From an optimization exercise on the open Yosys and OpenROAD flow, aimed at small area; shortcuts taken in it are not production practice.
RTL that was checked went through simulation tests only; none was proved equivalent to the original.
Power and IR drop assume default switching activity.

==> inputs of run D <==
## pmu_engine
module pmu_engine (
    input             clk,
    input             rst,         
    input             cmd_we,      
    input      [31:0] cmd_in,
    input             arg_we,      
    input      [31:0] arg_in,
    input      [3:0]  dbuf_we,     
    input      [31:0] dbuf_in,     
    output     [7:0]  status,
    output     [7:0]  seq_pc,
    output     [95:0] res,
    output     [31:0] dbuf,
    output reg        bus_req,
    output reg        bus_we,
    output reg [7:0]  bus_addr,
    output reg [2:0]  bus_len,
    output reg [31:0] bus_wdata,   
    input             bus_ack,
    input             bus_err,
    input      [31:0] bus_rdata,   
    output reg        slp_req,
    input             slp_ack
);
export LEC_CHECK = 0
export ABC_AREA = 1
export CAP_MARGIN = 20
export CORE_MARGIN = 2
export CORE_UTILIZATION = 40
export PLACE_DENSITY = 0.6
export SLEW_MARGIN = 20
create_clock -name core_clock -period 30.0 [get_ports {clk}]
standard.sh (not shown) runs the stock make flow with config.mk's settings and CLKGATE_MAP_FILE= SYNTH_SCRIPT=/design/flow/synth_recipe.tcl, a recipe that flattens the netlist after the stock synthesis.
==> flow/flow/run.sh <==
#!/bin/bash
# Own layout flow: the standard ORFS flow with three changes.
#  1. Synthesis: the standard synthesis script (synth_recipe.tcl, via standard.sh) with an
#     area-oriented ABC script and without full-adder extraction. The registers are mapped
#     before ABC runs, so they are the standard synthesis's registers.
#  2. Port buffers use the smallest buffer cell (every port is still buffered).
#  3. Clock tree: clkbuf_8 buffers in small clusters, no dummy loads.
# Each tool's output goes to a log file of its own in this folder; ORFS also keeps its
# per-step logs under orfs/logs.
set -euo pipefail
here=$(pwd)
rm -rf "$here/synth_scripts"
cp -r "$FLOW_HOME/scripts" "$here/synth_scripts"
cp "$here/flow/abc_area.script" "$here/synth_scripts/abc_area.script"
bash standard.sh "SCRIPTS_DIR=$here/synth_scripts" "ADDER_MAP_FILE=" synth > synth.log 2>&1
bash standard.sh \
  "BUFFER_PORTS_ARGS=-buffer_cell sky130_fd_sc_hd__buf_1" \
  "CTS_ARGS=-repair_clock_nets -buf_list sky130_fd_sc_hd__clkbuf_8 -sink_clustering_enable -sink_clustering_size 12 -sink_clustering_max_diameter 50 -dont_use_dummy_load" \
  finish > pnr.log 2>&1
==> flow/flow/abc_area.script <==
strash
dch -f
amap
mfs2
strash
dch -f
amap
mfs2
strash
dch -f
amap
topo
==> inputs of run F, as changes to run D <==
--- a/flow/design.v
+++ b/flow/design.v
@@ -152,70 +152,67 @@
     wire [3:0] ol = opr[3:0];
     wire g0 = opr[6:4] == 3'b000;     
     wire g1 = opr[6:4] == 3'b001;     
     wire g2 = opr[6:4] == 3'b010;     
     wire g3 = opr[6:4] == 3'b011;     
     wire g4 = opr[6:4] == 3'b100;     
     wire g5 = opr[6:4] == 3'b101;     
-    reg [4:0] u;
-    reg       p_end;
+    wire       init = ol[2:0] == 3'd0;
+    wire [5:0] u    = init ? {1'b0, pc} : {1'b1, ol[1:0], fi[0], pc[1:0]};
+    reg        p_end;
     always @* begin
-        u     = pc;
-        p_end = 1'b0;
         case (ol[2:0])
-            3'd0: p_end = pc == 5'd26;                                
-            3'd1: begin u = 5'd26 + pc; p_end = pc == 5'd3; end       
-            3'd2: begin                                               
-                      u = (pc == 5'd2) ? 5'd12 : 5'd9 + pc;
-                      p_end = pc == 5'd3;
-                  end
-            3'd3: begin                                               
-                      u = (fi[0] ? 5'd18 : 5'd22) + pc;
-                      p_end = pc == 5'd4;
-                  end
-            default: begin u = 5'd29; p_end = pc == 5'd1; end         
+            3'd0:    p_end = pc == 5'd26;    
+            3'd1,
+            3'd2:    p_end = pc == 5'd3;     
+            3'd3:    p_end = pc == 5'd4;     
+            default: p_end = pc == 5'd1;     
         endcase
     end
     reg [2:0] r_kind;
     reg [7:0] r_addr, r_keep, r_or;
+    task automatic ent(input [7:0] a, input [7:0] k, input [7:0] o);
+        begin r_kind = E_RMW; r_addr = a; r_keep = k; r_or = o; end
+    endtask
     always @* begin
-        r_kind = E_RMW;
-        r_keep = 8'hFF;
-        r_or   = 8'h00;
+        r_kind = E_RMW; r_addr = 8'h00; r_keep = 8'hFF; r_or = 8'h00;
         case (u)
-            5'd0:  begin r_addr = 8'h30; r_keep = 8'h04; r_or = 8'h02; end
-            5'd1:  begin r_addr = 8'h92; r_keep = 8'hF8; end
-            5'd2:  begin r_addr = 8'h93; r_keep = 8'hF8; end
-            5'd3:  begin r_addr = 8'h35; r_keep = 8'h1C; r_or = 8'hA2; end
-            5'd4:  begin r_addr = 8'h26; r_keep = 8'h80; r_or = 8'h6A; end
-            5'd5:  begin r_addr = 8'h27; r_keep = 8'h80; r_or = 8'h54; end
-            5'd6:  begin r_addr = 8'h28; r_keep = 8'h0F; r_or = 8'hF0; end
-            5'd7:  begin r_addr = 8'h28; r_keep = 8'hF0; r_or = 8'h02; end
-            5'd8:  begin r_addr = 8'h12; r_or = 8'h04; end
-            5'd9:  begin r_addr = 8'h12; r_or = 8'h02; end
-            5'd10: begin r_addr = 8'h94; r_keep = 8'hFD; end
-            5'd11: begin r_addr = 8'h33; r_keep = 8'hF0; end
-            5'd12: begin r_kind = E_WR; r_addr = 8'h82; r_keep = 8'h00; r_or = 8'hFF; end
-            5'd13: begin r_addr = 8'h96; r_keep = 8'hFD; end
-            5'd14: begin r_kind = E_SLP; r_addr = 8'h00; end
-            5'd15: begin r_addr = 8'h96; r_or = 8'h02; end
-            5'd16: begin r_kind = E_BR; r_addr = 8'h00; end
-            5'd17: begin r_addr = 8'h30; r_or = 8'h80; end
-            5'd18: begin r_addr = 8'hE2; r_keep = 8'hFB; end
-            5'd19: begin r_addr = 8'hE1; r_keep = 8'hF8; r_or = 8'h07; end
-            5'd20: begin r_addr = 8'hE0; end
-            5'd21: begin r_addr = 8'hE3; end
-            5'd22: begin r_addr = 8'hE0; r_keep = 8'h0F; r_or = 8'hF0; end
-            5'd23: begin r_addr = 8'hE1; r_keep = 8'hF8; r_or = 8'h02; end
-            5'd24: begin r_addr = 8'hE2; r_or = 8'h04; end
-            5'd25: begin r_addr = 8'hE3; end
-            5'd26: begin r_kind = E_WR; r_addr = 8'h82; r_keep = 8'h00; end
-            5'd27: begin r_addr = 8'h94; r_or = 8'h02; end
-            5'd28: begin r_addr = 8'h12; r_keep = 8'hFD; end
-            default: begin r_addr = 8'h32; r_or = 8'h80; end
+            6'd0:  ent(8'h30, 8'h04, 8'h02);
+            6'd1:  ent(8'h92, 8'hF8, 8'h00);
+            6'd2:  ent(8'h93, 8'hF8, 8'h00);
+            6'd3:  ent(8'h35, 8'h1C, 8'hA2);
+            6'd4:  ent(8'h26, 8'h80, 8'h6A);
+            6'd5:  ent(8'h27, 8'h80, 8'h54);
+            6'd6:  ent(8'h28, 8'h0F, 8'hF0);
+            6'd7:  ent(8'h28, 8'hF0, 8'h02);
+            6'd8:  ent(8'h12, 8'hFF, 8'h04);
+            6'd9:  ent(8'h12, 8'hFF, 8'h02);
+            6'd10: ent(8'h94, 8'hFD, 8'h00);
+            6'd11: ent(8'h33, 8'hF0, 8'h00);
+            6'd12: begin r_kind = E_WR; r_addr = 8'h82; r_keep = 8'h00; r_or = 8'hFF; end
+            6'd13: ent(8'h96, 8'hFD, 8'h00);
+            6'd14: r_kind = E_SLP;
+            6'd15: ent(8'h96, 8'hFF, 8'h02);
+            6'd16: r_kind = E_BR;
+            6'd17: ent(8'h30, 8'hFF, 8'h80);
+            6'd18, 6'b111100: ent(8'hE2, 8'hFB, 8'h00);
+            6'd19, 6'b111101: ent(8'hE1, 8'hF8, 8'h07);
+            6'd20, 6'b111110: ent(8'hE0, 8'hFF, 8'h00);
+            6'd21, 6'b111111: ent(8'hE3, 8'hFF, 8'h00);
+            6'd22, 6'b111000: ent(8'hE0, 8'h0F, 8'hF0);
+            6'd23, 6'b111001: ent(8'hE1, 8'hF8, 8'h02);
+            6'd24, 6'b111010: ent(8'hE2, 8'hFF, 8'h04);
+            6'd25, 6'b111011: ent(8'hE3, 8'hFF, 8'h00);
+            6'b101000: begin r_kind = E_WR; r_addr = 8'h82; r_keep = 8'h00; end
+            6'b101001: ent(8'h94, 8'hFF, 8'h02);
+            6'b101010: ent(8'h12, 8'hFD, 8'h00);
+            6'b110000: ent(8'h12, 8'hFF, 8'h02);
+            6'b110001: ent(8'h94, 8'hFD, 8'h00);
+            6'b110010: begin r_kind = E_WR; r_addr = 8'h82; r_keep = 8'h00; r_or = 8'hFF; end
+            default:   ent(8'h32, 8'hFF, 8'h80);    
         endcase
     end
     reg [2:0] e_kind;
     reg [7:0] e_addr;
     reg [2:0] e_len;
     reg [7:0] e_keep;
     reg [7:0] e_or;
==> flow/flow/run.sh (replaced) <==
#!/bin/bash
# Own layout flow: the standard ORFS flow with three changes.
#  1. Synthesis: the standard synthesis script (synth_recipe.tcl, via standard.sh) with an
#     area-oriented ABC script and without full-adder extraction. The registers are mapped
#     before ABC runs, so they are the standard synthesis's registers.
#  2. Port buffers use the smallest buffer cell (every port is still buffered).
#  3. Clock tree: clkbuf_8 / clkbuf_16 buffers, no dummy loads.
# Each tool's output goes to a log file of its own in this folder; ORFS also keeps its
# per-step logs under orfs/logs.
set -euo pipefail
here=$(pwd)
rm -rf "$here/synth_scripts"
cp -r "$FLOW_HOME/scripts" "$here/synth_scripts"
cp "$here/flow/abc_area.script" "$here/synth_scripts/abc_area.script"
bash standard.sh "SCRIPTS_DIR=$here/synth_scripts" "ADDER_MAP_FILE=" synth > synth.log 2>&1
bash standard.sh \
  "BUFFER_PORTS_ARGS=-buffer_cell sky130_fd_sc_hd__buf_1" \
  "CTS_ARGS=-repair_clock_nets -buf_list sky130_fd_sc_hd__clkbuf_8 -sink_clustering_enable -sink_clustering_size 8 -sink_clustering_max_diameter 40 -dont_use_dummy_load" \
  finish > pnr.log 2>&1
==> inputs of run C, as changes to run D <==
--- a/flow/flow/run.sh
+++ b/flow/flow/run.sh
@@ -11,9 +11,9 @@
 here=$(pwd)
 rm -rf "$here/synth_scripts"
 cp -r "$FLOW_HOME/scripts" "$here/synth_scripts"
 cp "$here/flow/abc_area.script" "$here/synth_scripts/abc_area.script"
 bash standard.sh "SCRIPTS_DIR=$here/synth_scripts" "ADDER_MAP_FILE=" synth > synth.log 2>&1
 bash standard.sh \
   "BUFFER_PORTS_ARGS=-buffer_cell sky130_fd_sc_hd__buf_1" \
-  "CTS_ARGS=-repair_clock_nets -buf_list sky130_fd_sc_hd__clkbuf_8 -sink_clustering_enable -sink_clustering_size 12 -sink_clustering_max_diameter 50 -dont_use_dummy_load" \
+  "CTS_ARGS=-repair_clock_nets -buf_list {sky130_fd_sc_hd__clkbuf_8 sky130_fd_sc_hd__clkbuf_16} -sink_clustering_size 16 -sink_clustering_max_diameter 60 -dont_use_dummy_load" \
   finish > pnr.log 2>&1
==> summary of the runs <==
Hold slack, lowest first: run D, run C, run F. Of run F and run D, run F has the higher non-clock buffer count (gap 4). In count of clock-buffer cells in the layout, run C and run F do not differ. Routed wire length, highest first: run F, run D, run C. Fmax, lowest first: run D, run C, run F. Of run F and run D, run D has the higher sequential power (gap about 3%, measured against run D). Run C ran to the end with no violations. Run F went through all stages and came out clean. Run D ran to the end with no violations. Total power, highest first: run C, run D, run F. Against run F, the cell area of run D is higher by about 0.9%.
Function not checked in run D and run C: the RTL went through the layout flow alone.

==> port drivers added, routing unchanged <==
In the flow no input, the clock included, has a driving cell. The finished layouts below were timed again as built, in two steps. Step 1 (the two cells are an assumption about what drives the block):
set clk [get_ports {clk}]
set_driving_cell -lib_cell sky130_fd_sc_hd__clkbuf_16 $clk
set_driving_cell -lib_cell sky130_fd_sc_hd__buf_2 [delete_from_list [all_inputs] $clk]
Step 2 adds t to the input delays and takes it off the output delays; t is the mean of the earliest and latest rising clock arrival at the registers after step 1. Input paths then give back, and output paths get back, about the clock's delay inside the block. Slacks: ideal ports / drivers / drivers and shift; pairs: ideal ports / drivers.
run	shift t [ns]	setup WS [ns]	worst setup path at the end	cell pins on the clock port's net
run D	0.554	15.575 / 15.523 / 16.077	register to output	1
run F	0.552	17.605 / 17.552 / 18.104	register to output	1
run C	0.507	15.608 / 15.554 / 16.061	register to output	1
After both steps every run listed still meets setup and hold.
